Background: an optimization exercise with open tools, aiming at small area and a short achievable clock period. Do not read the settings as production practice.
RTL that was checked went through simulation tests only; none was proved equivalent to the original.
Function not checked in runs 2, 5 and 7: the RTL went through the layout flow alone.
Power and IR drop assume default switching activity.

<file path="config.mk">
export PLATFORM = sky130hd
export DESIGN_NAME = qd256
export DESIGN_NICKNAME = qd256
export VERILOG_FILES = /design/flow/design.v
export SDC_FILE = /design/flow/constraint.sdc
export NUM_CORES = 4
export LEC_CHECK = 0
export ABC_AREA = 1
export CAP_MARGIN = 20
export CORE_AREA = 2 2 61 61
export DIE_AREA = 0 0 63 63
export SLEW_MARGIN = 20
</file>
<file path="constraint.sdc">
create_clock -name core_clock -period 10.0 [get_ports {clk}]
set_input_delay 2.0000 -clock core_clock [delete_from_list [all_inputs] [get_ports {clk}]]
set_output_delay 2.0000 -clock core_clock [all_outputs]
set_load 0.01 [all_outputs]
</file>
<file path="design.v">
module qd256 (
    input  wire       clk,
    input  wire       rst,
    input  wire       cmd_valid,
    input  wire [2:0] cmd_op,
    input  wire [7:0] cmd_a,
    input  wire [7:0] cmd_b,
    output reg        res_valid,
    output reg  [7:0] res,
    output wire       err
);
    reg [7:0] acc;
    reg       err_q;
    wire       use_acc = cmd_op[2];                  
    wire       inv     = ~(cmd_op[0] ^ cmd_op[2]);   
    wire       no_b    = cmd_op[1];                  
    wire [7:0] l    = use_acc ? acc : cmd_a;
    wire [7:0] r    = no_b ? 8'h00 : cmd_b;
    wire       jl   = l[7];
    wire       sub  = jl | inv;
    wire       cin  = jl;
    wire       nout = inv & ~jl;
    wire       flip = jl & (r[0] ^ (inv & l[0]));
    wire [6:0] ro = r[6:0] ^ {7{sub}};
    wire [6:0] lo = l[6:0];
    wire [7:0] g0 = {lo & ro, cin};
    wire [7:0] p0 = {lo ^ ro, 1'b0};
    wire [7:0] s8 = {lo, cin} + {ro, cin};
    wire [6:0] cc = s8[7:1] ^ p0[7:1];
    wire [6:0] sum = p0[7:1] ^ cc;
    wire [6:0] k    = sum ^ {7{nout}} ^ {flip, 6'd0};
    wire [7:0] out  = {jl ^ r[7], k};
    wire       emits = cmd_op[2] ? ~cmd_op[1] : (cmd_op[1] ^ cmd_op[0]);
    wire       v_enc = cmd_valid & (cmd_op == 3'b100);
    wire       v_dec = cmd_valid & (cmd_op == 3'b101);
    wire       v_clr = cmd_valid & (cmd_op == 3'b011);
    wire       hold  = ~(v_enc | v_dec | v_clr);
    wire [7:0] acc_d = ({8{v_enc}} & out) | ({8{v_dec}} & cmd_b) | ({8{hold}} & acc);
    always @(posedge clk) begin
        if (rst) begin
            acc       <= 8'h00;
            err_q     <= 1'b0;
            res_valid <= 1'b0;
        end else begin
            res_valid <= cmd_valid & emits;
            acc       <= acc_d;
            if (cmd_valid & cmd_op[2] & cmd_op[1])
                err_q <= 1'b1;
        end
    end
    always @(posedge clk)
        res <= out;
    assign err = err_q;
endmodule
</file>
<file path="flow/run.sh">
#!/bin/bash
# Own layout flow: the standard synthesis unchanged, then the logic
# between the registers re-mapped for area by OpenROAD's restructure (ABC),
# then the standard layout with plain buf_1 port buffers and an internal
# setup target for repair_timing (flow/knobs.txt).
set -euo pipefail
cd "$(dirname "${BASH_SOURCE[0]}")/.."
KNOBS=$(cat flow/knobs.txt)
RES=$PWD/orfs/results/$FLOW_PLATFORM/qd256/base
bash standard.sh synth > make_synth.log 2>&1
mkdir -p rmp_work
LIB=$FLOW_HOME/platforms/$FLOW_PLATFORM/lib/sky130_fd_sc_hd__tt_025C_1v80.lib
python3 flow/libfilter.py "$LIB" rmp_work/rmp.lib 'sky130_fd_sc_hd__probe*' 'sky130_fd_sc_hd__lpflow_*'
RES=$RES LIB=$LIB RMP_LIB=$PWD/rmp_work/rmp.lib \
  openroad -no_init -exit flow/rmp.tcl > openroad_rmp.log 2>&1
# shellcheck disable=SC2086
bash standard.sh $KNOBS \
  "BUFFER_PORTS_ARGS=-buffer_cell sky130_fd_sc_hd__buf_1" finish > make_finish.log 2>&1
</file>
<file path="flow/knobs.txt">
SETUP_SLACK_MARGIN=5.7 PLACE_DENSITY=0.7
</file>
<file path="flow/libfilter.py">
# Write a copy of a liberty file without the cells that match the given
# glob patterns (the platform's don't-use list), for restructure's ABC run.
import fnmatch, re, sys
src, dst = sys.argv[1], sys.argv[2]
pats = sys.argv[3:]
text = open(src).read()
out = []
i = 0
cell_re = re.compile(r'\n\s*cell\s*\(\s*"?([A-Za-z0-9_]+)"?\s*\)\s*\{')
while True:
    m = cell_re.search(text, i)
    if not m:
        out.append(text[i:])
        break
    name = m.group(1)
    # find the matching closing brace of this cell group
    depth = 0
    j = m.end() - 1
    while True:
        c = text[j]
        if c == '{':
            depth += 1
        elif c == '}':
            depth -= 1
            if depth == 0:
                break
        j += 1
    if any(fnmatch.fnmatchcase(name, p) for p in pats):
        out.append(text[i:m.start()])
    else:
        out.append(text[i:j + 1])
    i = j + 1
open(dst, 'w').write(''.join(out))
</file>
<file path="flow/rmp.tcl">
# Re-map the synthesized logic for area; registers and ports are untouched.
# ABC maps to a copy of the library without the platform's don't-use cells.
read_liberty $::env(LIB)
read_db $::env(RES)/1_synth.odb
read_sdc $::env(RES)/1_synth.sdc
report_design_area
restructure -target area -liberty_file $::env(RMP_LIB) \
  -tielo_port sky130_fd_sc_hd__conb_1/LO -tiehi_port sky130_fd_sc_hd__conb_1/HI \
  -work_dir rmp_work -abc_logfile rmp_work/abc.log
report_design_area
foreach inst [[ord::get_db_block] getInsts] {
  set m [[$inst getMaster] getName]
  if { [string match "*lpflow*" $m] || [string match "*probe*" $m] } {
    error "restructure used don't-use cell $m"
  }
}
write_db $::env(RES)/1_synth.odb
</file>
<file path="standard.sh">
#!/bin/bash
# synth_recipe.tcl (not shown) runs the flow's synth.tcl, then flattens the netlist and writes it again
# the make line also repeats each setting of config.mk as NAME=value (left out here)
make -C /OpenROAD-flow-scripts/flow DESIGN_CONFIG=/design/flow/config.mk WORK_HOME=/design/flow/orfs CLKGATE_MAP_FILE= SYNTH_SCRIPT=/design/flow/synth_recipe.tcl "${@:-finish}"
</file>
==> summary.md, run 1 <==
| Metric | Value |
|---|---|
| Routed Antenna Nets | `0` |
| Worst Path Max Fanout | `13` |
| Hpwl dp | `1.94 mm` |
| Total congestion overflow | `0` |
| Placer Congestion | `slightly above 0.8` |
| CTS Buf Count | `3` |
| Largest net degree at the start of global routing | `17` |
| CP bufs+invs | `3` |
| Worst Tran Pin Value | `0.814 ns` |
| Initial antenna violation count | `0` |
| Layout area overhead | `34.5%` |
| # rows | `21` |
| Clock skew | `around 0.006 ns` |
| Place WS | `4.71 ns` |
| Pre-Repair DR Iteration Count | `4` |
| Endpoints failing setup | `0` |
| RSZ-0062 raised after global routing | `false` |
| Worst skew pair latency | `0.30 ns` |
| Worst vdd ir | `61.7 uV` |
| CTS root buffer | `clkbuf_4` |
| Worst-path clk slew | `0.11 ns` |
| Tmin final | `4.13 ns` |
| Final wirelength | `approximately 2.8 mm` |
| Arrival time at the worst endpoint | `4.31 ns` |
| Slowest Stage Delay on Critical Path | `0.25 ns` |
| Routed len/inst | `13.0 um` |
| Fmax | `0.242 GHz` |
| Flop-to-flop setup slack | `7.48 ns` |
| Final Worst Setup Slack | `between 5 and 6 ns` |
| Total of max-cap violations | `0` |
| Worst min path class | `flop to flop` |
| Die Y-Extent | `63 um` |
| Most frequent CP cell | `nor2_1` |
| Leak | `0.466 nW` |
| Synthesis Warnings | `1` |
| Worst r2r src | `acc[7]$_SDFF_PP0_` |
| DRC | `0` |
| DRT iter0 DRCs | `56` |
| Tot GR Track Use | `0.140` |
| Worst Reg-to-Reg Cells | `16` |
| Clock tree buffer depth | `2` |
| Hold worst-path end | `err_q$_SDFFE_PP0P_` |
| Worst EP required | `10.18 ns` |
| Max_slew headroom | `0.455` |
| Startpoint class of the critical path | `primary input` |
| Fill cells | `350` |
| Finished Layout Cells | `216` |
| DIE AREA | `3970 sq um` |
| # diodes | `0` |
| Routed vias | `1109` |
| Crit path capture type | `flop` |
| CTS tree | `yes` |
| DP Cell Count | `209` |
| Pwr dens | `roughly 150 nW/um^2` |
| Initial Utilization | `0.292` |
| Nets@finish | `roughly 190` |
| Boundary pin count | `32` |
| CORE AREA | `3340 sq um` |
| Die W | `63 um` |
| Critical path cell sequence | `buf_8, inv_8, o22ai_4, inv_4, nor2_4, a21oi_1, a31oi_2, nor2_1, o21ai_2, o21ai_0, nand2_1, a211oi_1, nor3_1, xnor2_1, nor2_1, a21oi_1, a222oi_1, nor2_1` |
| Port Buffers | `31` |
| Kind of cell adding the most delay to the critical path | `compound AO/OA/AOI/OAI gates` |
| Hold Fails Final Rpt | `0` |
| Instance count of the mapped netlist | `130` |
| Hold Path Depth | `2` |
| Hold path start | `err_q$_SDFFE_PP0P_` |
| Clock Sinks | `18` |
| Cts hold-fix bufs | `0` |
| Setup CP Type | `primary input to flop` |
| Outcome | `complete, no violations` |
| Final Slew Violations | `0` |
| Setup TNS | `0 ns` |
| Period Utilization, post-route | `0.413` |
| Vias/cell | `about 5` |
| Vias in the first global route | `958` |
| CTS H-tree lvls | `1` |
| First-pass GRT wire length | `roughly 4.3 mm` |
| Crit-path slowest cell | `a222oi_1` |
| Syn avg cell area | `7.51 sq um` |
| RR Endpoint | `acc[6]$_SDFF_PP0_` |
| Synth Net Count | `about 150` |
| Post-Syn Area | `976 sq um` |
| Share of layout cells above drive strength 1 | `0.147` |
[per-layer routing]
layer  track usage  part of all wire  up-vias
li1              -                 -      584
met1         0.175              0.45      494
met2         0.223              0.49       27
met3        0.0342             0.050        4
met4        0.0667             0.014        0
met5             0                 0        -
[stage by stage]
stage / instance area [sq um] / hold slack [ns] / power (mW) / util
after CTS: 1250 / 0.488 / 0.197 / 0.374
after floorplan: 998 / 0.466 / 0.131 / -
after global routing: 1310 / 0.542 / 0.216 / 0.393
after global placement: 1190 / 0.450 / 0.149 / 0.356
after detailed placement: 1190 / 0.461 / 0.150 / 0.356
final: 1310 / 0.482 / 0.201 / 0.393
[tightest hold or removal path: cells and delay by family (launching register included)]
| family | cells | cell delay (ns) |
|---|---|---|
| and+or+nand+nor | 1 | 0.07 |
| AOI/OAI and AO/OA | 1 | 0.04 |
| DFF | 1 | 0.35 |
[sequential cells by signal (all words and copies together) (netlist names)]
| name | cells |
|---|---|
| acc | 8 |
| res | 8 |
| err_q | 1 |
| res_valid | 1 |
[what timing repair did]
action / CTS / global route
buffers inserted: 2 / 1
setup endpoints to repair: 10 / 5
gates resized for setup: 5 / 16
cloned: 0 / 0
pin swaps: 1 / 4
[layout make-up]
| class | count | area [sq um] | area share |
|---|---|---|---|
| Multi-Input combinational cell | 98 | 623 | 0.475 |
| Inverter | 14 | 67.6 | 0.0515 |
| Timing Repair Buffer | 36 | 168 | 0.128 |
| Clock buffer | 4 | 36.3 | 0.0276 |
| Sequential cell | 18 | 360 | 0.275 |
| Tap cell | 46 | 57.6 | 0.0439 |
[how the worst max path moves through the flow]
stage | from | end | slack, ns | cells after the start
2_1_floorplan | cmd_op[2] | acc[6]$_SDFF_PP0_ | 5.73 | 17
6_report | cmd_op[2] | acc[6]$_SDFF_PP0_ | 5.87 | 18
3_3_place_gp | cmd_op[2] | acc[6]$_SDFF_PP0_ | 4.77 | 18
5_1_grt | cmd_op[2] | acc[6]$_SDFF_PP0_ | 5.65 | 18
4_1_cts | cmd_op[2] | acc[6]$_SDFF_PP0_ | 5.74 | 17
3_5_place_dp | cmd_op[2] | acc[4]$_SDFF_PP0_ | 4.71 | 17
[where the power goes]
part           total (mW)  leakage [nW]  switching (mW)  internal [mW]
clock network      0.0457        0.0210          0.0235         0.0222
registers          0.0847         0.149         0.00278         0.0819
logic              0.0702         0.297          0.0434         0.0268
[cells in the final DEF (no fill, tap or decap), types with 2 or more instances in the layout]
| master | n |
|---|---|
| buf_1 | 28 |
| nor2_1 | 20 |
| dfxtp_1 | 18 |
| a21oi_1 | 13 |
| nand2_1 | 10 |
| o21ai_0 | 10 |
| a222oi_1 | 9 |
| clkinv_1 | 9 |
| o22ai_1 | 7 |
| buf_4 | 5 |
| a31oi_1 | 5 |
| xnor2_1 | 4 |
| clkbuf_4 | 3 |
| inv_4 | 3 |
| clkbuf_2 | 2 |
| a22oi_1 | 2 |
| a31oi_2 | 2 |
| nor4_1 | 2 |
| o22ai_4 | 2 |
==> run 2: changes to the inputs <==
--- a/design.v
+++ b/design.v
@@ -25,8 +25,11 @@
     wire [6:0] lo = l[6:0];
     wire [7:0] g0 = {lo & ro, cin};
     wire [7:0] p0 = {lo ^ ro, 1'b0};
-    wire [7:0] s8 = {lo, cin} + {ro, cin};
-    wire [6:0] cc = s8[7:1] ^ p0[7:1];
+    wire [4:0] sl  = {1'b0, lo[3:0]} + {1'b0, ro[3:0]} + {4'd0, cin};
+    wire [2:0] sh0 = lo[6:4] + ro[6:4];
+    wire [2:0] sh1 = lo[6:4] + ro[6:4] + 3'd1;
+    wire [6:0] s7  = {sl[4] ? sh1 : sh0, sl[3:0]};
+    wire [6:0] cc  = s7 ^ p0[7:1];
     wire [6:0] sum = p0[7:1] ^ cc;
     wire [6:0] k    = sum ^ {7{nout}} ^ {flip, 6'd0};
     wire [7:0] out  = {jl ^ r[7], k};
==> flow/knobs.txt (replaced) <==
SETUP_SLACK_MARGIN=5.5
--- a/config.mk
+++ b/config.mk
@@ -5,7 +5,6 @@
 export SDC_FILE = /design/flow/constraint.sdc
 export NUM_CORES = 4
 export LEC_CHECK = 0
-export ABC_AREA = 1
 export CAP_MARGIN = 20
 export CORE_AREA = 2 2 61 61
 export DIE_AREA = 0 0 63 63
==> run 2 against run 1 <==
Global-route usage up 1.1 points. Via count up 9.3%. Total power down 2.9%. Clock power down 19%. Largest power group unchanged.
==> summary.md, run 2 <==
| Metric | Value |
|---|---|
| Worst vdd ir | `42.3 uV (-31%)` |
| DIE AREA | `3970 sq um (unchanged)` |
| Top Usage Layer GRT | `met2` |
| Final Slew Violations | `0 (unchanged)` |
| Hold Fails Final Rpt | `0 (unchanged)` |
| Period Utilization, post-route | `0.434 (+0.0217)` |
| Hold path start | `err_q$_SDFFE_PP0P_` |
| Outcome | `complete, no violations` |
| Routed vias | `1212 (+9.3%)` |
| Final Util | `0.415 (+0.0221)` |
| Clock tree buffer depth | `2 (unchanged)` |
| Routed len/inst | `14.3 um (+10%)` |
| Worst EP required | `10.17 ns (about the same)` |
| Boundary pin count | `32 (unchanged)` |
| Endpoints failing setup | `0 (unchanged)` |
| Leak | `0.500 nW (+7.2%)` |
| Finished Cell Area | `1390 sq um (+5.6%)` |
| CP Launch Point | `cmd_op[0]` |
| Hpwl dp | `2.04 mm (+5.0%)` |
| Syn avg cell area | `7.62 sq um (+1.4%)` |
| Crit-path slowest cell | `or2_4` |
| Worst-path clk slew | `0.11 ns (about the same)` |
| Worst skew pair latency | `0.29 ns (about the same)` |
| Post-Place Cell Area | `1180 sq um (-0.21%)` |
| Total of max-cap violations | `0 (unchanged)` |
| Synth Net Count | `149 (-2.0%)` |
| Clock Sinks | `18 (unchanged)` |
| # diodes | `0 (unchanged)` |
| Largest net degree at the start of global routing | `19 (+2)` |
| # rows | `21 (unchanged)` |
| CORE AREA | `3340 sq um (unchanged)` |
| Pre-Repair DR Iteration Count | `4 (unchanged)` |
| Critical path cell sequence | `buf_2, clkinv_2, o22ai_4, nor2b_4, buf_4, a31oi_2, nor2_1, a21oi_2, a21oi_2, o22a_1, or2_4, nor2_4, o2bb2ai_2, o21ai_1, a222oi_1, nor2_1` |
| Max_slew headroom | `0.335 (-0.120)` |
| Layout area overhead | `43.3%` |
| First-pass GRT wire length | `4.73 mm (+8.7%)` |
| Commonest non-fill, non-tap cell in the layout | `buf_1` |
| Crit path capture type | `flop` |
| Fin Hold WS | `0.482 ns (+0.000415 ns)` |
| Initial antenna violation count | `0 (unchanged)` |
| Fmax | `0.230 GHz (-5.0%)` |
| Tmin final | `4.34 ns (+0.217 ns)` |
| Die W | `63 um (unchanged)` |
| Commonest cells after routing, fill and taps aside | `buf_1, nor2_1, dfxtp_1, a21oi_1, nand2_1` |
| Clock skew | `0.00280 ns (-0.00323 ns)` |
| Share of layout cells above drive strength 1 | `0.209 (+0.0622)` |
| Setup CP Type | `primary input to flop` |
| Nets@finish | `196 (+1.6%)` |
| Setup TNS | `0 ns (unchanged)` |
| Port Buffers | `31 (unchanged)` |
| CTS tree | `yes` |
| Final wirelength | `3.11 mm (+11%)` |
| Cts hold-fix bufs | `0 (unchanged)` |
| Vias in the first global route | `1053 (+9.9%)` |
| Final Worst Setup Slack | `5.66 ns (-0.217 ns)` |
| Worst Path Max Fanout | `5 (-8)` |
| Placer Congestion | `0.883 (+7.1%)` |
| Post-Syn Area | `967 sq um (-0.90%)` |
| CTS H-tree lvls | `1 (unchanged)` |
| Largest regs | `acc x8, res x8` |
| Arrival time at the worst endpoint | `4.52 ns (+0.21 ns)` |
| Slowest Stage Delay on Critical Path | `0.27 ns (+0.02 ns)` |
| DRT iter0 DRCs | `120 (+110%)` |
| CTS root buffer | `clkbuf_4` |
| Place WS | `4.39 ns (-0.312 ns)` |
| Worst r2r src | `acc[7]$_SDFF_PP0_` |
| Tot GR Track Use | `0.150 (+0.0108)` |
| Worst min path class | `flop to flop` |
| CTS Buf Count | `3 (unchanged)` |
| RSZ-0062 raised after global routing | `false` |
| Synthesis Warnings | `1 (unchanged)` |
| M2 GR Usage | `0.251 (+0.0279)` |
| Routing usage on met1 | `0.192 (+0.0173)` |
| Met3 usage | `0.0252 (-0.00901)` |
| Fill cells | `344 (-1.7%)` |
| Die Y-Extent | `63 um (unchanged)` |
| Instance count of the mapped netlist | `127 (-2.3%)` |
| Vias/cell | `5.56 (+8.3%)` |
| Routed Antenna Nets | `0 (unchanged)` |
| Startpoint class of the critical path | `primary input` |
| Total congestion overflow | `0 (unchanged)` |
| DRC | `0 (unchanged)` |
| Worst Tran Pin Value | `0.988 ns (+0.174 ns)` |
| Initial Utilization | `0.290 (-0.00262)` |
| Pwr dens | `141 nW/um^2 (-8.0%)` |
run 2: power breakdown:
group          internal (mW)  switching [mW]  leakage [nW]
combinational         0.0302          0.0444         0.338
sequential            0.0807         0.00274         0.149
clock                 0.0140          0.0229        0.0138
run 2: what timing repair did:
item	CTS	global route
setup endpoints to repair	8	6
pin swaps	0	6
buffers inserted	1	8
gates resized for setup	10	21
run 2: layout make-up:
cell class | instances | area, sq um | share of cell area
sequential | 18 | 360 | 0.260
clock buffer | 3 | 22.5 | 0.0162
inverter | 7 | 42.5 | 0.0307
timing repair buffer | 42 | 215 | 0.155
tap | 46 | 57.6 | 0.0415
multi-input combinational | 102 | 688 | 0.496
run 2: path summary, 6_finish.rpt:
kind | endpoint | slack (ns) | cells past startpoint
setup reg to reg | acc[6]$_SDFF_PP0_ | 7.27 | 14
hold reg to reg | err_q$_SDFFE_PP0P_ | 0.48 | 2
hold / removal | err_q$_SDFFE_PP0P_ | 0.48 | 2
setup / recovery | acc[6]$_SDFF_PP0_ | 5.66 | 16
run 2: critical path: cells and delay by family:
kind / cells / cell delay [ns]
compound gates: 8 / 1.39
simple gates: 5 / 0.68
buf+inv: 3 / 0.43
run 2: per-stage QoR:
stage / power (mW) / cells
floorplan: 0.125 / 127
global placement: 0.143 / 206
detailed placement: 0.144 / 206
CTS: 0.184 / 210
global route: 0.209 / 218
finish: 0.195 / 218
run 2: per-layer routing:
metal | vias to the layer above | routed length (um)
li1 | 589 | -
met1 | 561 | 1340
met2 | 54 | 1520
met3 | 8 | 205
met4 | 0 | 55
met5 | - | 0
==> run 3: changes to the inputs <==
--- a/design.v
+++ b/design.v
@@ -25,11 +25,8 @@
     wire [6:0] lo = l[6:0];
     wire [7:0] g0 = {lo & ro, cin};
     wire [7:0] p0 = {lo ^ ro, 1'b0};
-    wire [4:0] sl  = {1'b0, lo[3:0]} + {1'b0, ro[3:0]} + {4'd0, cin};
-    wire [2:0] sh0 = lo[6:4] + ro[6:4];
-    wire [2:0] sh1 = lo[6:4] + ro[6:4] + 3'd1;
-    wire [6:0] s7  = {sl[4] ? sh1 : sh0, sl[3:0]};
-    wire [6:0] cc  = s7 ^ p0[7:1];
+    wire [7:0] s8 = {lo, cin} + {ro, cin};
+    wire [6:0] cc = s8[7:1] ^ p0[7:1];
     wire [6:0] sum = p0[7:1] ^ cc;
     wire [6:0] k    = sum ^ {7{nout}} ^ {flip, 6'd0};
     wire [7:0] out  = {jl ^ r[7], k};
--- a/flow/run.sh
+++ b/flow/run.sh
@@ -2,7 +2,7 @@
 # Own layout flow: the standard synthesis unchanged, then the logic
 # between the registers re-mapped for area by OpenROAD's restructure (ABC),
 # then the standard layout with plain buf_1 port buffers and an internal
-# setup target for repair_timing (flow/knobs.txt).
+# setup target for repair_timing (flow/knobs.txt); CTS adds no dummy load cells.
 set -euo pipefail
 cd "$(dirname "${BASH_SOURCE[0]}")/.."
 KNOBS=$(cat flow/knobs.txt)
@@ -15,4 +15,6 @@
   openroad -no_init -exit flow/rmp.tcl > openroad_rmp.log 2>&1
 # shellcheck disable=SC2086
 bash standard.sh $KNOBS \
-  "BUFFER_PORTS_ARGS=-buffer_cell sky130_fd_sc_hd__buf_1" finish > make_finish.log 2>&1
+  "BUFFER_PORTS_ARGS=-buffer_cell sky130_fd_sc_hd__buf_1" \
+  "CTS_ARGS=-sink_clustering_enable -repair_clock_nets -dont_use_dummy_load" \
+  finish > make_finish.log 2>&1
==> flow/knobs.txt (replaced) <==
SETUP_SLACK_MARGIN=5.5 PLACE_DENSITY=0.8
--- a/config.mk
+++ b/config.mk
@@ -5,6 +5,7 @@
 export SDC_FILE = /design/flow/constraint.sdc
 export NUM_CORES = 4
 export LEC_CHECK = 0
+export ABC_AREA = 1
 export CAP_MARGIN = 20
 export CORE_AREA = 2 2 61 61
 export DIE_AREA = 0 0 63 63
==> run 3 against run 2 <==
Still clean on timing, DRC and antenna. Clock skew down 0.0020 ns. Cell area down 7.8%. Synthesized area up 0.91%. Global-route usage down 1.0 points. Sequential power up 2%. Routed wire length down 9.8%. Hold slack worse by 0.00080 ns. Via count down 4.4%. Worst setup slack better by 0.080 ns. Clock-buffer cell count unchanged. Core utilization down 3.2 points.
==> summary.md, run 3 <==
| Metric | Value |
|---|---|
| Setup CP Type | `primary input to flop` |
| Share of layout cells above drive strength 1 | `0.118 (-0.0917)` |
| Slowest Stage Delay on Critical Path | `0.25 ns (-0.02 ns)` |
| Nets@finish | `194 (-1.0%)` |
| RSZ-0062 raised after global routing | `false` |
| Outcome | `complete, no violations` |
| Most frequent CP cell | `nor2_1` |
| Routed len/inst | `13.0 um (-8.9%)` |
| CORE AREA | `3340 sq um (unchanged)` |
| Port Buffers | `31 (unchanged)` |
| Initial Utilization | `0.292 (+0.00262)` |
| DIE AREA | `3970 sq um (unchanged)` |
| Largest regs | `acc x8, res x8` |
| Layout area overhead | `31.0%` |
| Critical path cell sequence | `clkbuf_4, clkinv_4, o22ai_4, inv_4, nor2_4, buf_4, a31oi_2, nor2_1, o21ai_1, o21ai_0, nand2_1, a211oi_1, nor3_1, xnor2_1, nor2_1, a21oi_1, a222oi_1, nor2_1` |
| CTS tree | `yes` |
| Startpoint class of the critical path | `primary input` |
| Tot GR Track Use | `0.140 (-0.0103)` |
| Max_slew headroom | `0.416 (+0.0809)` |
| Period Utilization, post-route | `0.426 (-0.00795)` |
| Synthesis Warnings | `1 (unchanged)` |
| Arrival time at the worst endpoint | `4.44 ns (-0.08 ns)` |
| Worst EP required | `10.18 ns (about the same)` |
| Boundary pin count | `32 (unchanged)` |
| First-pass GRT wire length | `4.50 mm (-4.8%)` |
| Hold Fails Final Rpt | `0 (unchanged)` |
| Worst Tran Pin Value | `0.872 ns (-0.116 ns)` |
| Worst vdd ir | `75.3 uV (+78%)` |
| Final Slew Violations | `0 (unchanged)` |
| CTS H-tree lvls | `1 (unchanged)` |
| Total of max-cap violations | `0 (unchanged)` |
| Worst r2r src | `acc[7]$_SDFF_PP0_` |
| Pwr dens | `148 nW/um^2 (+4.9%)` |
| Worst Path Max Fanout | `13 (+8)` |
| # rows | `21 (unchanged)` |
| DP Cell Count | `209 (+1.5%)` |
| CP Launch Point | `cmd_op[2]` |
| Instance count of the mapped netlist | `130 (+2.4%)` |
| Cts hold-fix bufs | `0 (unchanged)` |
| # diodes | `0 (unchanged)` |
| Vias/cell | `5.37 (-3.5%)` |
| Post-Syn Area | `976 sq um (+0.91%)` |
| Die W | `63 um (unchanged)` |
| Routed Antenna Nets | `0 (unchanged)` |
| DRC | `0 (unchanged)` |
| Placer Congestion | `0.864 (-2.1%)` |
| Vias in the first global route | `1011 (-4.0%)` |
| Crit-path slowest cell | `o22ai_4` |
| CTS Buf Count | `3 (unchanged)` |
| Commonest non-fill, non-tap cell in the layout | `buf_1` |
| Final Util | `0.383 (-0.0322)` |
| Endpoints failing setup | `0 (unchanged)` |
| Clock skew | `0.000775 ns (-0.00202 ns)` |
| Die Y-Extent | `63 um (unchanged)` |
| Finished Layout Cells | `216 (-0.92%)` |
| Worst min path class | `flop to flop` |
| DRT iter0 DRCs | `73 (-39%)` |
| Tmin final | `4.26 ns (-0.0795 ns)` |
| Crit path capture type | `flop` |
| Leak | `0.445 nW (-11%)` |
| Commonest cells after routing, fill and taps aside | `buf_1, nor2_1, dfxtp_1, a21oi_1` |
| Final wirelength | `2.81 mm (-9.8%)` |
| CTS root buffer | `clkbuf_4` |
| Synth Net Count | `152 (+2.0%)` |
| Fmax | `0.234 GHz (+1.9%)` |
| Setup TNS | `0 ns (unchanged)` |
| Hpwl dp | `1.99 mm (-2.4%)` |
| Pre-Repair DR Iteration Count | `7 (+3)` |
| Largest net degree at the start of global routing | `17 (-2)` |
| Hold path start | `err_q$_SDFFE_PP0P_` |
| Worst skew pair latency | `0.29 ns (about the same)` |
| Initial antenna violation count | `0 (unchanged)` |
| Clock Sinks | `18 (unchanged)` |
| Fin Hold WS | `0.481 ns (-0.000801 ns)` |
| Worst-path clk slew | `0.10 ns (about the same)` |
| Clock tree buffer depth | `2 (unchanged)` |
| Total congestion overflow | `0 (unchanged)` |
| Syn avg cell area | `7.51 sq um (-1.4%)` |
| Routed vias | `1159 (-4.4%)` |
-- run 3: changes by cell type in the layout (fill, tap and decap cells not counted), sizes merged, moves of 2 or more --
cell	previous run	this run
buf	42	36
a21oi	18	13
clkinv	6	11
o21ai	8	11
xnor2	1	4
a22oi	0	2
nor2b	2	0
o22a	2	0
or2	2	0
-- run 3: layout make-up --
| cell class | count | area (sq um) |
|---|---|---|
| clock buffer | 3 | 22.5 |
| tap | 46 | 57.6 |
| fill | 367 | 2060 |
| timing repair buffer | 37 | 165 |
| multi-input combinational | 98 | 609 |
| inverter | 14 | 63.8 |
| sequential | 18 | 360 |
-- run 3: metrics by stage --
| stage | worst slack [ns] | power, mW | cell area, sq um |
|---|---|---|---|
| global placement | 4.69 | 0.149 | 1190 |
| floorplan | 5.63 | 0.130 | 997 |
| finish | 5.74 | 0.189 | 1280 |
| global route | 5.53 | 0.203 | 1280 |
| detailed placement | 4.64 | 0.149 | 1190 |
| CTS | 5.55 | 0.187 | 1220 |
-- run 3: critical path: cells and delay by family --
kind,cells,cell delay [ns]
compound gates,7,1.06
xor+xnor,1,0.15
buf+inv,4,0.64
simple gates,6,0.59
-- run 3: worst paths after layout --
path	end	slack (ns)	cells after the start
max reg2reg	acc[6]$_SDFF_PP0_	7.49	16
max	acc[6]$_SDFF_PP0_	5.74	18
min reg2reg	err_q$_SDFFE_PP0P_	0.48	2
min	err_q$_SDFFE_PP0P_	0.48	2
-- run 3: what timing repair did --
item | 4_1_cts | 5_1_grt
gates resized for setup | 3 | 9
buffers inserted | 1 | 3
pin swaps | 1 | 0
endpoints found under the setup margin | 9 | 6
-- run 3: report_power, final --
group	internal, mW	leakage [nW]	switching [mW]
clock	0.0140	0.0138	0.0219
sequential	0.0819	0.149	0.00310
combinational	0.0255	0.282	0.0422
total	0.121	0.445	0.0671
-- run 3: per-layer routing --
layer  part of all wire  global-route usage
met5                  0                   0
met4              0.012              0.0667
met3              0.064              0.0216
met2               0.46               0.218
met1               0.46               0.188
==> run 4: changes to the inputs <==
==> flow/knobs.txt (replaced) <==
SETUP_SLACK_MARGIN=5.5 PLACE_DENSITY=0.7
==> run 4 against run 3 <==
Still clean on timing, DRC and antenna. Synthesized area did not move. Global-route usage fell by 0.19 points. Hold slack gained 0.0037 ns. Routed wire length down 0.39%. Flip-flop and latch count stayed put. Clock skew rose by 0.00097 ns. Maximum frequency rose by 1.2%. Core utilization shrank 0.15 points. First-iteration DRC count rose by 32%. Critical path type unchanged.
==> summary.md, run 4 <==
| Metric | Value |
|---|---|
| Max_slew headroom | `0.472 (+0.0556)` |
| Total power | `0.189 mW (+0.33%)` |
| Synthesis Warnings | `1 (unchanged)` |
| DRC | `0 (unchanged)` |
| Worst min path class | `flop to flop` |
| Routed Antenna Nets | `0 (unchanged)` |
| Boundary pin count | `32 (unchanged)` |
| Clock skew | `0.00175 ns (+0.000973 ns)` |
| Slowest Stage Delay on Critical Path | `0.25 ns (about the same)` |
| CP Launch Point | `cmd_op[2]` |
| CTS Buf Count | `3 (unchanged)` |
| Crit path capture type | `flop` |
| Worst Tran Pin Value | `0.789 ns (-0.0831 ns)` |
| Placer Congestion | `0.832 (-3.8%)` |
| Fin Hold WS | `0.485 ns (+0.00372 ns)` |
| Post-Place Cell Area | `1190 sq um (unchanged)` |
| Synth Net Count | `152 (unchanged)` |
| Finished Cell Area | `1270 sq um (-0.39%)` |
| Worst vdd ir | `65.5 uV (-13%)` |
| Routed len/inst | `12.9 um (-0.85%)` |
| Worst-path clk slew | `0.11 ns (about the same)` |
| Crit-path slowest cell | `a222oi_1` |
| Leak | `0.450 nW (+1.3%)` |
| First-pass GRT wire length | `4.44 mm (-1.4%)` |
| Die Y-Extent | `63 um (unchanged)` |
| Clock tree buffer depth | `2 (unchanged)` |
| # diodes | `0 (unchanged)` |
| CTS tree | `yes` |
| Kind of cell adding the most delay to the critical path | `compound AO/OA/AOI/OAI gates` |
| Worst skew pair latency | `0.29 ns (about the same)` |
| Endpoints failing setup | `0 (unchanged)` |
| Setup CP Type | `primary input to flop` |
| Largest regs | `acc x8, res x8` |
| Post-Syn Area | `976 sq um (unchanged)` |
| Hold Fails Final Rpt | `0 (unchanged)` |
| Cts hold-fix bufs | `0 (unchanged)` |
| Routed vias | `1137 (-1.9%)` |
| Hpwl dp | `1.98 mm (-0.40%)` |
| CP bufs+invs | `3 (-1)` |
| Initial Utilization | `0.292 (unchanged)` |
| Final wirelength | `2.80 mm (-0.39%)` |
| Largest net degree at the start of global routing | `17 (unchanged)` |
| CTS root buffer | `clkbuf_4` |
| Worst Path Max Fanout | `13 (unchanged)` |
| Hold path start | `err_q$_SDFFE_PP0P_` |
| RSZ-0062 raised after global routing | `false` |
| Instance count of the mapped netlist | `130 (unchanged)` |
| DRT iter0 DRCs | `96 (+32%)` |
| Tot GR Track Use | `0.138 (-0.00194)` |
| Outcome | `complete, no violations` |
| Worst r2r src | `acc[7]$_SDFF_PP0_` |
| Syn avg cell area | `7.51 sq um (unchanged)` |
| CTS H-tree lvls | `1 (unchanged)` |
| DIE AREA | `3970 sq um (unchanged)` |
| Clock Sinks | `18 (unchanged)` |
| Die W | `63 um (unchanged)` |
| Tmin final | `4.21 ns (-0.0501 ns)` |
| Initial antenna violation count | `0 (unchanged)` |
| Total of max-cap violations | `0 (unchanged)` |
| Vias/cell | `5.24 (-2.4%)` |
| Nets@finish | `195 (+0.52%)` |
| Final Slew Violations | `0 (unchanged)` |
| Fmax | `0.237 GHz (+1.2%)` |
| Port Buffers | `31 (unchanged)` |
| Startpoint class of the critical path | `primary input` |
| Pre-Repair DR Iteration Count | `5 (-2)` |
| Worst EP required | `10.17 ns (about the same)` |
| Setup TNS | `0 ns (unchanged)` |
| Final Worst Setup Slack | `5.79 ns (+0.0501 ns)` |
| Share of layout cells above drive strength 1 | `0.117 (-0.000688)` |
| Layout area overhead | `30.5%` |
| Pwr dens | `149 nW/um^2 (+0.73%)` |
| Commonest cells after routing, fill and taps aside | `buf_1, nor2_1, dfxtp_1, a21oi_1` |
| CORE AREA | `3340 sq um (unchanged)` |
| Critical path cell sequence | `buf_4, inv_8, o22ai_2, inv_2, nor2_4, a21oi_1, a31oi_1, nor2_1, o21ai_1, o21ai_0, nand2_1, a211oi_1, nor3_1, xnor2_1, a21oi_1, a222oi_1, nor2_1` |
| Arrival time at the worst endpoint | `4.39 ns (-0.05 ns)` |
| Commonest non-fill, non-tap cell in the layout | `buf_1` |
| Vias in the first global route | `1004 (-0.69%)` |
| Period Utilization, post-route | `0.421 (-0.00501)` |
| Total congestion overflow | `0 (unchanged)` |
| # rows | `21 (unchanged)` |
| Place WS | `4.58 ns (-0.0611 ns)` |
-- run 4: path summary, 6_finish.rpt --
path | endpoint | slack (ns) | cells past startpoint
hold reg to reg | err_q$_SDFFE_PP0P_ | 0.49 | 2
hold / removal | err_q$_SDFFE_PP0P_ | 0.49 | 2
setup / recovery | acc[6]$_SDFF_PP0_ | 5.79 | 17
setup reg to reg | acc[6]$_SDFF_PP0_ | 7.41 | 15
-- run 4: final cells by class --
| cell class | count | area, sq um |
|---|---|---|
| clock buffers | 3 | 22.5 |
| fillers | 383 | 2060 |
| inverters | 14 | 63.8 |
| multi-input cells | 98 | 597 |
| flip-flops and latches | 18 | 360 |
| well taps | 46 | 57.6 |
| repair buffers | 38 | 173 |
-- run 4: per-stage QoR --
step	std cells	utilization
2_1_floorplan	130	-
3_3_place_gp	209	0.355
3_5_place_dp	209	0.355
4_1_cts	214	0.369
5_1_grt	217	0.382
6_report	217	0.382
-- run 4: layer usage --
metal / GRT usage / up-vias / share of wire
met5: 0 / - / 0
met4: 0.0472 / 0 / 0.0068
met3: 0.0378 / 2 / 0.10
met2: 0.223 / 58 / 0.46
met1: 0.176 / 492 / 0.44
li1: - / 585 / -
-- run 4: what timing repair did --
| item | CTS | global route |
|---|---|---|
| setup endpoints to repair | 9 | 6 |
| gates resized for setup | 3 | 8 |
| pin swaps | 1 | 1 |
| buffers inserted | 2 | 3 |
-- run 4: worst register-to-register path, stage by stage, from the launching register on --
cell and delay (ns):
dfxtp_1 0.39, o22ai_4 0.10, inv_2 0.11, nor2_4 0.05
buf_4 0.15, a31oi_1 0.25, nor2_1 0.10, o21ai_1 0.19
o21ai_0 0.12, nand2_1 0.11, a211oi_1 0.05, nor3_1 0.24
xnor2_1 0.17, a21oi_1 0.11, a222oi_1 0.25, nor2_1 0.06
-- run 4: where the power goes --
group / switching, mW / total [mW] / internal [mW]
Combinational: 0.0419 / 0.0677 / 0.0257
Clock: 0.0228 / 0.0368 / 0.0140
Sequential: 0.00286 / 0.0848 / 0.0819
Total: 0.0676 / 0.189 / 0.122
==> run 5: changes to the inputs <==
--- a/design.v
+++ b/design.v
@@ -17,7 +17,7 @@
     wire [7:0] l    = use_acc ? acc : cmd_a;
     wire [7:0] r    = no_b ? 8'h00 : cmd_b;
     wire       jl   = l[7];
-    wire       sub  = jl | inv;
+    wire       sub  = cmd_op[2] ? (acc[7] | cmd_op[0]) : (cmd_a[7] | cmd_op[1]);
     wire       cin  = jl;
     wire       nout = inv & ~jl;
     wire       flip = jl & (r[0] ^ (inv & l[0]));
==> run 5 against run 4 <==
Critical path type unchanged. Register-to-register slack lost 0.12 ns. Critical path depth shrank 1. Non-clock buffer count shrank 1. Sequential share of layout area shrank 1.5 points. Still clean. Cell count grew 4.1%. Total power grew 4.1%. Core utilization grew 2.2 points. Via count grew 6.2%. Cell area grew 5.8%. Highest routed layer unchanged. Global-route usage grew 1.2 points. Combinational power grew 9.9%. Largest power group unchanged. Clock-buffer cell count is the same.
==> summary.md, run 5 <==
| Metric | Value |
|---|---|
| Outcome | `complete, no violations` |
| Crit-path slowest cell | `o32a_1` |
| Hold Fails Final Rpt | `0 (unchanged)` |
| Total of max-cap violations | `0 (unchanged)` |
| Fin Hold WS | `0.485 ns (-0.00000600 ns)` |
| Cts hold-fix bufs | `0 (unchanged)` |
| Nets@finish | `204 (+4.6%)` |
| Commonest cells after routing, fill and taps aside | `buf_1, nor2_1, dfxtp_1, a21oi_1, nand2_1` |
| # rows | `21 (unchanged)` |
| Worst Path Max Fanout | `13 (unchanged)` |
| Largest net degree at the start of global routing | `19 (+2)` |
| Worst-path clk slew | `0.11 ns (about the same)` |
| Worst min path class | `flop to flop` |
| Die Y-Extent | `63 um (unchanged)` |
| Hold worst-path end | `err_q$_SDFFE_PP0P_` |
| Die W | `63 um (unchanged)` |
| Leak | `0.476 nW (+5.6%)` |
| Total power | `0.197 mW (+4.1%)` |
| Pre-Repair DR Iteration Count | `4 (-1)` |
| Fmax | `0.228 GHz (-3.8%)` |
| Max_slew headroom | `0.349 (-0.122)` |
| Finished Cell Area | `1350 sq um (+5.8%)` |
| Clock skew | `0.00745 ns (+0.00570 ns)` |
| Placer Congestion | `0.844 (+1.4%)` |
| Worst EP required | `10.17 ns (about the same)` |
| CP bufs+invs | `3 (unchanged)` |
| Routed Antenna Nets | `0 (unchanged)` |
| RSZ-0062 raised after global routing | `false` |
| Hpwl dp | `2.10 mm (+6.0%)` |
| Flop-to-flop setup slack | `7.29 ns (-0.12 ns)` |
| Setup CP Type | `primary input to flop` |
| Routed len/inst | `13.6 um (+5.7%)` |
| Hold path start | `err_q$_SDFFE_PP0P_` |
| Final Util | `0.404 (+0.0221)` |
| Instance count of the mapped netlist | `139 (+6.9%)` |
| DRC | `0 (unchanged)` |
| Syn avg cell area | `7.39 sq um (-1.6%)` |
| Worst skew pair latency | `0.29 ns (about the same)` |
| Final Slew Violations | `0 (unchanged)` |
| Initial antenna violation count | `0 (unchanged)` |
| CORE AREA | `3340 sq um (unchanged)` |
| Most frequent CP cell | `nor2_1` |
| Synthesis Warnings | `1 (unchanged)` |
| First-pass GRT wire length | `4.72 mm (+6.4%)` |
| Largest regs | `acc x8, res x8` |
| Period Utilization, post-route | `0.438 (+0.0165)` |
| Slowest Stage Delay on Critical Path | `0.36 ns (+0.11 ns)` |
| CTS H-tree lvls | `1 (unchanged)` |
| Clock Sinks | `18 (unchanged)` |
| Crit path capture type | `flop` |
| Post-Place Cell Area | `1220 sq um (+3.0%)` |
| Boundary pin count | `32 (unchanged)` |
| Worst vdd ir | `50.5 uV (-23%)` |
| # diodes | `0 (unchanged)` |
| Port Buffers | `31 (unchanged)` |
| CTS tree | `yes` |
| Hold Path Depth | `1 (-1)` |
| Pwr dens | `146 nW/um^2 (-1.6%)` |
| Critical path cell sequence | `clkbuf_4, clkinv_4, nor2_2, a22oi_2, clkinv_2, a21oi_2, a31oi_2, and2_0, or2_1, o32a_1, nor2_1, nor2_1, xnor2_1, a21oi_1, a222oi_1, nor2_1` |
| Tot GR Track Use | `0.150 (+0.0118)` |
| Vias/cell | `5.35 (+2.0%)` |
| Endpoints failing setup | `0 (unchanged)` |
| Kind of cell adding the most delay to the critical path | `compound AO/OA/AOI/OAI gates` |
| Layout area overhead | `31.2%` |
| Vias in the first global route | `1070 (+6.6%)` |
| CTS root buffer | `clkbuf_4` |
| DIE AREA | `3970 sq um (unchanged)` |
| Tmin final | `4.38 ns (+0.165 ns)` |
| Clock tree buffer depth | `2 (unchanged)` |
| Initial Utilization | `0.308 (+0.0154)` |
| RR Endpoint | `acc[4]$_SDFF_PP0_` |
| Arrival time at the worst endpoint | `4.55 ns (+0.16 ns)` |
| Worst Tran Pin Value | `0.968 ns (+0.179 ns)` |
| Commonest non-fill, non-tap cell in the layout | `buf_1` |
| Startpoint class of the critical path | `primary input` |
| Total congestion overflow | `0 (unchanged)` |
| DRT iter0 DRCs | `62 (-35%)` |
| Final wirelength | `3.08 mm (+10%)` |
| CTS Buf Count | `3 (unchanged)` |
| Share of layout cells above drive strength 1 | `0.156 (+0.0386)` |
| Worst Reg-to-Reg Cells | `14 (-1)` |
| Post-Syn Area | `1030 sq um (+5.3%)` |
| Setup TNS | `0 ns (unchanged)` |
| Synth Net Count | `161 (+5.9%)` |
| Routed vias | `1208 (+6.2%)` |
| Worst r2r src | `acc[7]$_SDFF_PP0_` |
[run 5: how the worst max path moves through the flow]
stage / cells after the start / end / slack (ns) / from
2_1_floorplan: 15 / acc[6]$_SDFF_PP0_ / 5.51 / cmd_op[2]
3_3_place_gp: 16 / acc[5]$_SDFF_PP0_ / 4.60 / cmd_op[2]
3_5_place_dp: 16 / acc[5]$_SDFF_PP0_ / 4.56 / cmd_op[2]
4_1_cts: 16 / acc[6]$_SDFF_PP0_ / 5.52 / cmd_op[2]
5_1_grt: 16 / acc[5]$_SDFF_PP0_ / 5.49 / cmd_op[2]
6_report: 16 / acc[4]$_SDFF_PP0_ / 5.62 / cmd_op[2]
[run 5: worst register-to-register path, cell delays in order, from the launching register on]
cell      delay, ns
dfxtp_1        0.36
nor2_2         0.06
a22oi_2        0.19
clkinv_2       0.17
a21oi_2        0.15
a31oi_2        0.05
and2_0         0.16
or2_1          0.25
o32a_1         0.36
nor2_1         0.13
nor2_1         0.09
xnor2_1        0.18
a21oi_1        0.12
a222oi_1       0.25
nor2_1         0.06
[run 5: power by group]
part	internal, mW	leakage, nW	switching (mW)	total (mW)
registers	0.0822	0.149	0.00302	0.0852
logic	0.0288	0.313	0.0456	0.0744
clock network	0.0140	0.0138	0.0233	0.0373
total	0.125	0.476	0.0719	0.197
[run 5: per-layer routing]
metal	part of all wire	global-route usage	wire length (um)
met1	0.42	0.188	1280
met2	0.48	0.246	1490
met3	0.087	0.0252	269
met4	0.013	0.0750	40
met5	0	0	0
[run 5: per-stage QoR]
step | cells | worst slack [ns]
3_3_place_gp | 216 | 4.60
6_report | 226 | 5.62
5_1_grt | 226 | 5.49
4_1_cts | 224 | 5.52
2_1_floorplan | 139 | 5.51
3_5_place_dp | 216 | 4.56
[run 5: area by class of cell]
| type | count | area (sq um) |
|---|---|---|
| Fill cell | 359 | 1990 |
| Multi-Input combinational cell | 110 | 684 |
| Sequential cell | 18 | 360 |
| Timing Repair Buffer | 37 | 164 |
| Tap cell | 46 | 57.6 |
| Inverter | 11 | 55.1 |
| Clock buffer | 3 | 22.5 |
| Timing Repair inverter | 1 | 3.75 |
[run 5: what timing repair did]
item / 4_1_cts / 5_1_grt
pin swaps: 1 / 3
buffers inserted: 4 / 1
gates cloned: 1 / 0
resized for setup: 8 / 17
setup endpoints to repair: 10 / 5
==> run 6: changes to the inputs <==
--- a/design.v
+++ b/design.v
@@ -17,7 +17,7 @@
     wire [7:0] l    = use_acc ? acc : cmd_a;
     wire [7:0] r    = no_b ? 8'h00 : cmd_b;
     wire       jl   = l[7];
-    wire       sub  = cmd_op[2] ? (acc[7] | cmd_op[0]) : (cmd_a[7] | cmd_op[1]);
+    wire       sub  = jl | inv;
     wire       cin  = jl;
     wire       nout = inv & ~jl;
     wire       flip = jl & (r[0] ^ (inv & l[0]));
--- a/flow/run.sh
+++ b/flow/run.sh
@@ -16,5 +16,5 @@
 # shellcheck disable=SC2086
 bash standard.sh $KNOBS \
   "BUFFER_PORTS_ARGS=-buffer_cell sky130_fd_sc_hd__buf_1" \
-  "CTS_ARGS=-sink_clustering_enable -repair_clock_nets -dont_use_dummy_load" \
+  "CTS_ARGS=-sink_clustering_enable -repair_clock_nets -dont_use_dummy_load -sink_clustering_size 20 -sink_clustering_max_diameter 100" \
   finish > make_finish.log 2>&1
==> run 6 against run 5 <==
Sequential power down 0.5%. Highest routed layer unchanged. Clock skew down 0.0057 ns. Largest power group unchanged. Flip-flop and latch count did not move. Clock-buffer cell count is the same. Total power down 3.9%. Synthesized cell count is 6.5% lower. Core utilization down 2.2 points. Routed wire length down 9.2%. Cell area decreased by 5.5%.
==> summary.md, run 6 <==
| Metric | Value |
|---|---|
| Instance count of the mapped netlist | `130 (-6.5%)` |
| RSZ-0062 raised after global routing | `false` |
| Clock Sinks | `18 (unchanged)` |
| Die W | `63 um (unchanged)` |
| Arrival time at the worst endpoint | `4.39 ns (-0.16 ns)` |
| Startpoint class of the critical path | `primary input` |
| Routed Antenna Nets | `0 (unchanged)` |
| DRC | `0 (unchanged)` |
| Commonest cells after routing, fill and taps aside | `buf_1, nor2_1, dfxtp_1, a21oi_1` |
| Pre-Repair DR Iteration Count | `5 (+1)` |
| CTS Buf Count | `3 (unchanged)` |
| Clock network power share | `0.194 (+0.005)` |
| Total of max-cap violations | `0 (unchanged)` |
| CORE AREA | `3340 sq um (unchanged)` |
| Largest regs | `acc x8, res x8` |
| Sw Ratio | `0.357 (-0.00788)` |
| Largest net degree at the start of global routing | `17 (-2)` |
| Worst Path Max Fanout | `13 (unchanged)` |
| Setup TNS | `0 ns (unchanged)` |
| Max_slew headroom | `0.472 (+0.122)` |
| # rows | `21 (unchanged)` |
| CTS root buffer | `clkbuf_4` |
| Syn avg cell area | `7.51 sq um (+1.6%)` |
| Synthesis Warnings | `1 (unchanged)` |
| Post-Syn Area | `976 sq um (-5.0%)` |
| DRT iter0 DRCs | `96 (+55%)` |
| Cell Int Power | `0.122 mW (-2.7%)` |
| Routed len/inst | `12.9 um (-5.4%)` |
| Clock skew | `0.00175 ns (-0.00570 ns)` |
| Worst vdd ir | `65.5 uV (+30%)` |
| Layout area overhead | `30.5%` |
| Worst EP required | `10.17 ns (about the same)` |
| Worst skew pair latency | `0.29 ns (about the same)` |
| Synth Net Count | `152 (-5.6%)` |
| Final wirelength | `2.80 mm (-9.2%)` |
| Area of the multi-input gates | `597 sq um (-13%)` |
| Port Buffers | `31 (unchanged)` |
| Placer Congestion | `0.832 (-1.4%)` |
| DIE AREA | `3970 sq um (unchanged)` |
| Total congestion overflow | `0 (unchanged)` |
| Leak | `0.450 nW (-5.3%)` |
| Endpoints failing setup | `0 (unchanged)` |
| Fmax | `0.237 GHz (+3.9%)` |
| Routed vias | `1137 (-5.9%)` |
| Gate power share | `0.358 (-0.020)` |
| Outcome | `complete, no violations` |
| Final Slew Violations | `0 (unchanged)` |
| Tot GR Track Use | `0.138 (-0.0118)` |
| Commonest non-fill, non-tap cell in the layout | `buf_1` |
| Tmin final | `4.21 ns (-0.165 ns)` |
| First-pass GRT wire length | `4.44 mm (-6.0%)` |
| Seq pwr share | `0.448 (+0.015)` |
| Period Utilization, post-route | `0.421 (-0.0165)` |
| Setup CP Type | `primary input to flop` |
| Boundary pin count | `32 (unchanged)` |
| Hpwl dp | `1.98 mm (-5.6%)` |
| Crit path capture type | `flop` |
| Pwr dens | `149 nW/um^2 (+1.7%)` |
| Nets@finish | `195 (-4.4%)` |
| # diodes | `0 (unchanged)` |
| Worst-path clk slew | `0.11 ns (about the same)` |
| Vias/cell | `5.24 (-2.0%)` |
| Switching pwr | `0.0676 mW (-6.0%)` |
| Share of layout cells above drive strength 1 | `0.117 (-0.0386)` |
| Worst Tran Pin Value | `0.789 ns (-0.179 ns)` |
| Final Util | `0.382 (-0.0221)` |
| Register Area | `360 sq um (unchanged)` |
| CTS tree | `yes` |
| Clock tree buffer depth | `2 (unchanged)` |
| Worst min path class | `flop to flop` |
| CTS H-tree lvls | `1 (unchanged)` |
| Vias in the first global route | `1004 (-6.2%)` |
| Initial antenna violation count | `0 (unchanged)` |
| Hold Fails Final Rpt | `0 (unchanged)` |
| Fill cells | `383 (+6.7%)` |
| Die Y-Extent | `63 um (unchanged)` |
| Initial Utilization | `0.292 (-0.0154)` |
## run 6: critical path: stages
cell	delay [ns]
buf_4	0.20
inv_8	0.08
o22ai_2	0.22
inv_2	0.09
nor2_4	0.09
a21oi_1	0.04
a31oi_1	0.22
nor2_1	0.10
o21ai_1	0.19
o21ai_0	0.12
nand2_1	0.11
a211oi_1	0.05
nor3_1	0.24
xnor2_1	0.17
a21oi_1	0.11
a222oi_1	0.25
nor2_1	0.06
## run 6: area by class of cell
| type | count | share of cell area |
|---|---|---|
| tap | 46 | 0.0452 |
| sequential | 18 | 0.283 |
| multi-input combinational | 98 | 0.469 |
| clock buffer | 3 | 0.0177 |
| timing repair buffer | 38 | 0.136 |
| inverter | 14 | 0.0501 |
## run 6: repair_timing
action                                  in CTS  in global routing
hold buffers                                 0                  0
cloned                                       0                  0
buffers inserted                             2                  3
endpoints found under the setup margin       9                  6
pin swaps                                    1                  1
gates resized for setup                      3                  8
## run 6: per-stage QoR
| step | setup WS [ns] | cell area, sq um | total power [mW] | hold WS (ns) | std cells |
|---|---|---|---|---|---|
| 2_1_floorplan | 5.63 | 997 | 0.130 | 0.466 | 130 |
| 3_3_place_gp | 4.64 | 1190 | 0.149 | 0.450 | 209 |
| 3_5_place_dp | 4.58 | 1190 | 0.149 | 0.461 | 209 |
| 4_1_cts | 5.55 | 1230 | 0.188 | 0.490 | 214 |
| 5_1_grt | 5.50 | 1270 | 0.204 | 0.530 | 217 |
| 6_report | 5.79 | 1270 | 0.189 | 0.485 | 217 |
## run 6: power groups by stage
stage	clock [mW]	sequential [mW]	combinational, mW
floorplan	0	0.0911	0.0393
global placement	0	0.0866	0.0624
detailed placement	0	0.0863	0.0630
CTS	0.0382	0.0848	0.0647
global route	0.0419	0.0862	0.0755
finish	0.0368	0.0848	0.0677
## run 6: worst paths after layout
kind | from | endpoint | slack, ns | cells after the start
worst max register to register | acc[7]$_SDFF_PP0_ | acc[6]$_SDFF_PP0_ | 7.41 | 15
worst min register to register | err_q$_SDFFE_PP0P_ | err_q$_SDFFE_PP0P_ | 0.49 | 2
worst min-delay path | err_q$_SDFFE_PP0P_ | err_q$_SDFFE_PP0P_ | 0.49 | 2
worst max-delay path | cmd_op[2] | acc[6]$_SDFF_PP0_ | 5.79 | 17
## run 6: routing by layer
| metal | part of all wire | track usage | up-vias |
|---|---|---|---|
| met1 | 0.44 | 0.176 | 492 |
| met3 | 0.10 | 0.0378 | 2 |
| li1 | - | - | 585 |
| met2 | 0.46 | 0.223 | 58 |
| met4 | 0.0068 | 0.0472 | 0 |
| met5 | 0 | 0 | - |
==> run 7: changes to the inputs <==
--- a/design.v
+++ b/design.v
@@ -17,18 +17,13 @@
     wire [7:0] l    = use_acc ? acc : cmd_a;
     wire [7:0] r    = no_b ? 8'h00 : cmd_b;
     wire       jl   = l[7];
-    wire       sub  = jl | inv;
-    wire       cin  = jl;
-    wire       nout = inv & ~jl;
-    wire       flip = jl & (r[0] ^ (inv & l[0]));
-    wire [6:0] ro = r[6:0] ^ {7{sub}};
-    wire [6:0] lo = l[6:0];
-    wire [7:0] g0 = {lo & ro, cin};
-    wire [7:0] p0 = {lo ^ ro, 1'b0};
-    wire [7:0] s8 = {lo, cin} + {ro, cin};
-    wire [6:0] cc = s8[7:1] ^ p0[7:1];
-    wire [6:0] sum = p0[7:1] ^ cc;
-    wire [6:0] k    = sum ^ {7{nout}} ^ {flip, 6'd0};
+    wire       sub  = jl | inv;                      
+    wire       cin  = jl;                            
+    wire       nout = inv & ~jl;                     
+    wire       flip = jl & (r[0] ^ (inv & l[0]));    
+    wire [6:0] ro   = r[6:0] ^ {7{sub}};
+    wire [7:0] s8   = {l[6:0], cin} + {ro, cin};
+    wire [6:0] k    = s8[7:1] ^ {7{nout}} ^ {flip, 6'd0};
     wire [7:0] out  = {jl ^ r[7], k};
     wire       emits = cmd_op[2] ? ~cmd_op[1] : (cmd_op[1] ^ cmd_op[0]);
     wire       v_enc = cmd_valid & (cmd_op == 3'b100);
--- a/flow/run.sh
+++ b/flow/run.sh
@@ -16,5 +16,5 @@
 # shellcheck disable=SC2086
 bash standard.sh $KNOBS \
   "BUFFER_PORTS_ARGS=-buffer_cell sky130_fd_sc_hd__buf_1" \
-  "CTS_ARGS=-sink_clustering_enable -repair_clock_nets -dont_use_dummy_load -sink_clustering_size 20 -sink_clustering_max_diameter 100" \
+  "CTS_ARGS=-sink_clustering_enable -repair_clock_nets -dont_use_dummy_load" \
   finish > make_finish.log 2>&1
==> run 7 against run 6 <==
Largest cell class unchanged. Maximum frequency shrank 3.2%. Critical path type unchanged. Cell count shrank 5.1%. Routed wire length grew 2.1%. Critical endpoint unchanged.
==> summary.md, run 7 <==
| Metric | Value |
|---|---|
| RR Endpoint | `acc[6]$_SDFF_PP0_` |
| Place WS | `4.63 ns (+0.0509 ns)` |
| Leak | `0.435 nW (-3.4%)` |
| Tmin final | `4.35 ns (+0.139 ns)` |
| CTS H-tree lvls | `1 (unchanged)` |
| Initial antenna violation count | `0 (unchanged)` |
| Max_slew headroom | `0.358 (-0.114)` |
| Arrival time at the worst endpoint | `4.53 ns (+0.14 ns)` |
| Pwr dens | `148 nW/um^2 (-0.22%)` |
| Fin Hold WS | `0.474 ns (-0.0114 ns)` |
| Die Y-Extent | `63 um (unchanged)` |
| Cts hold-fix bufs | `0 (unchanged)` |
| Setup CP Type | `primary input to flop` |
| Worst-path clk slew | `0.11 ns (about the same)` |
| Wire length on met3 | `183 um (-34%)` |
| Outcome | `complete, no violations` |
| Boundary pin count | `32 (unchanged)` |
| Initial Utilization | `0.283 (-0.00937)` |
| Largest net degree at the start of global routing | `18 (+1)` |
| Clock skew | `0.0162 ns (+0.0144 ns)` |
| Worst r2r src | `acc[7]$_SDFF_PP0_` |
| Layout area overhead | `35.9%` |
| Hold Path Depth | `1 (-1)` |
| Worst EP required | `10.18 ns (about the same)` |
| Fmax | `0.230 GHz (-3.2%)` |
| Syn avg cell area | `7.94 sq um (+5.7%)` |
| Hold path start | `err_q$_SDFFE_PP0P_` |
| Share of layout cells above drive strength 1 | `0.163 (+0.0455)` |
| Instance count of the mapped netlist | `119 (-8.5%)` |
| Crit path capture type | `flop` |
| Clock network power share | `0.188 (-0.006)` |
| Largest regs | `acc x8, res x8` |
| DIE AREA | `3970 sq um (unchanged)` |
| Pre-Repair DR Iteration Count | `4 (-1)` |
| CTS root buffer | `clkbuf_4` |
| Commonest cells after routing, fill and taps aside | `buf_1, dfxtp_1, nor2_1, a21oi_1, o22ai_1` |
| Post-Route M1 WL | `1.24 mm (+1.3%)` |
| Worst Reg-to-Reg Cells | `14 (-1)` |
| Worst Tran Pin Value | `0.955 ns (+0.166 ns)` |
| CORE AREA | `3340 sq um (unchanged)` |
| Worst Path Max Fanout | `14 (+1)` |
| DRC | `0 (unchanged)` |
| # diodes | `0 (unchanged)` |
| Nets@finish | `184 (-5.6%)` |
| Final wirelength | `2.86 mm (+2.1%)` |
| Hpwl dp | `1.92 mm (-3.1%)` |
| Worst min path class | `flop to flop` |
| Routed len/inst | `13.9 um (+7.6%)` |
| Period Utilization, post-route | `0.435 (+0.0139)` |
| Worst skew pair latency | `0.29 ns (about the same)` |
| Vias/cell | `5.44 (+3.9%)` |
| Startpoint class of the critical path | `primary input` |
| First-pass GRT wire length | `4.37 mm (-1.6%)` |
| Final Worst Setup Slack | `5.65 ns (-0.139 ns)` |
| Placer Congestion | `0.841 (+1.1%)` |
| Hold worst-path end | `err_q$_SDFFE_PP0P_` |
| Cell Int Power | `0.124 mW (+2.0%)` |
| Synthesis Warnings | `1 (unchanged)` |
| Final Slew Violations | `0 (unchanged)` |
| Routed vias | `1121 (-1.4%)` |
| Total congestion overflow | `0 (unchanged)` |
| Routed wl met2 | `1.40 mm (+9.6%)` |
| Post-Syn Area | `945 sq um (-3.2%)` |
| Total power | `0.190 mW (+0.57%)` |
| Seq pwr share | `0.445 (-0.003)` |
| Port Buffers | `31 (unchanged)` |
| CTS tree | `yes` |
| # rows | `21 (unchanged)` |
| Vias in the first global route | `987 (-1.7%)` |
| Clock tree buffer depth | `2 (unchanged)` |
| Tot GR Track Use | `0.137 (-0.00108)` |
| Die W | `63 um (unchanged)` |
| Routed Antenna Nets | `0 (unchanged)` |
| Commonest non-fill, non-tap cell in the layout | `buf_1` |
| Total of max-cap violations | `0 (unchanged)` |
| Hold Fails Final Rpt | `0 (unchanged)` |
| Sw Ratio | `0.348 (-0.00931)` |
| Endpoints failing setup | `0 (unchanged)` |
| Worst vdd ir | `45.9 uV (-30%)` |
| DRT iter0 DRCs | `170 (+77%)` |
| Flop-to-flop setup slack | `7.36 ns (-0.05 ns)` |
| CTS Buf Count | `3 (unchanged)` |
| Setup TNS | `0 ns (unchanged)` |
| Fill cells | `388 (+1.3%)` |
| Gate power share | `0.367 (+0.009)` |
| Switching pwr | `0.0662 mW (-2.1%)` |
| Synth Net Count | `141 (-7.2%)` |
| Clock Sinks | `18 (unchanged)` |
| RSZ-0062 raised after global routing | `false` |
| Top layer in use | `met4` |
run 7: repair_timing:
| item | CTS | global route |
|---|---|---|
| setup buffers | 3 | 3 |
| pin swaps | 1 | 2 |
| gates resized for setup | 4 | 12 |
| endpoints found under the setup margin | 6 | 2 |
run 7: stage by stage:
step	area, sq um	util	cells
2_1_floorplan	962	-	119
3_5_place_dp	1150	0.345	197
6_report	1280	0.385	206
5_1_grt	1280	0.385	206
3_3_place_gp	1150	0.345	197
4_1_cts	1210	0.362	203
run 7: worst max path at each step:
stage / depth (start not counted) / start / endpoint / slack (ns)
after floorplan: 15 / cmd_op[2] / acc[6]$_SDFF_PP0_ / 5.61
after global placement: 16 / cmd_op[2] / acc[6]$_SDFF_PP0_ / 4.80
after detailed placement: 16 / cmd_op[2] / acc[6]$_SDFF_PP0_ / 4.63
after CTS: 15 / cmd_op[1] / acc[6]$_SDFF_PP0_ / 5.50
after global routing: 16 / cmd_op[2] / acc[6]$_SDFF_PP0_ / 5.47
final: 16 / cmd_op[2] / acc[6]$_SDFF_PP0_ / 5.65
run 7: final cells by class:
class                           instances  area (sq um)  share of cell area
Clock buffer                            3          22.5              0.0175
Timing Repair Buffer                   38           173               0.135
Tap cell                               46          57.6              0.0448
Sequential cell                        18           360               0.281
Multi-Input combinational cell         92           628               0.489
Inverter                                9          42.5              0.0331
run 7: power groups by stage:
stage | clock network [mW] | logic (mW) | registers [mW]
final | 0.0359 | 0.0698 | 0.0847
after global routing | 0.0412 | 0.0770 | 0.0857
after CTS | 0.0378 | 0.0633 | 0.0849
after detailed placement | 0 | 0.0606 | 0.0864
after global placement | 0 | 0.0600 | 0.0867
after floorplan | 0 | 0.0377 | 0.0909
run 7: routing by layer:
layer / global-route usage / vias to the layer above
met5: 0 / -
met4: 0.0639 / 0
met3: 0.0378 / 6
met2: 0.199 / 37
met1: 0.186 / 511
li1: - / 567
run 7: worst max-delay path, stage by stage:
cell and delay, ns:
buf_4 0.18, clkinv_4 0.15, o22a_4 0.30, nor2_4 0.17
o21ai_0 0.11, a21oi_1 0.22, o22ai_2 0.13, nor2_1 0.15
o31ai_2 0.11, o22ai_2 0.14, clkinv_1 0.11, o22ai_2 0.19
o21ai_2 0.09, a2bb2oi_1 0.15, a222oi_1 0.27, nor2_1 0.06

what the ideal ports hide:
Ports are ideal in the flow. The routed layouts listed here were re-timed in OpenROAD. Step 1, drivers: a clkbuf_16 drives clk and a buf_2 each remaining input, both assumed. Step 2, shift: input delay + t, output delay - t, t = (earliest + latest rising clock arrival at the registers) / 2. This alone moves slack from input paths to output paths. a / b / c = no drivers / after step 1 / after step 2; a / b = the first two.
run	shift t [ns]	setup WS [ns]	pins driven straight from the clock port
run 1	0.318	5.873 / 5.849 / 5.531	1
run 2	0.312	5.656 / 5.642 / 5.330	1
run 3	0.311	5.735 / 5.734 / 5.423	1
run 4	0.308	5.786 / 5.784 / 5.476	1
run 5	0.313	5.621 / 5.624 / 5.311	1
run 6	0.308	5.786 / 5.784 / 5.476	1
run 7	0.305	5.646 / 5.636 / 5.331	1
After both steps setup and hold are still met in every run listed. The setup slack of run 1, which loses most, moves by -0.024 ns with the drivers and by -0.342 ns with both steps.
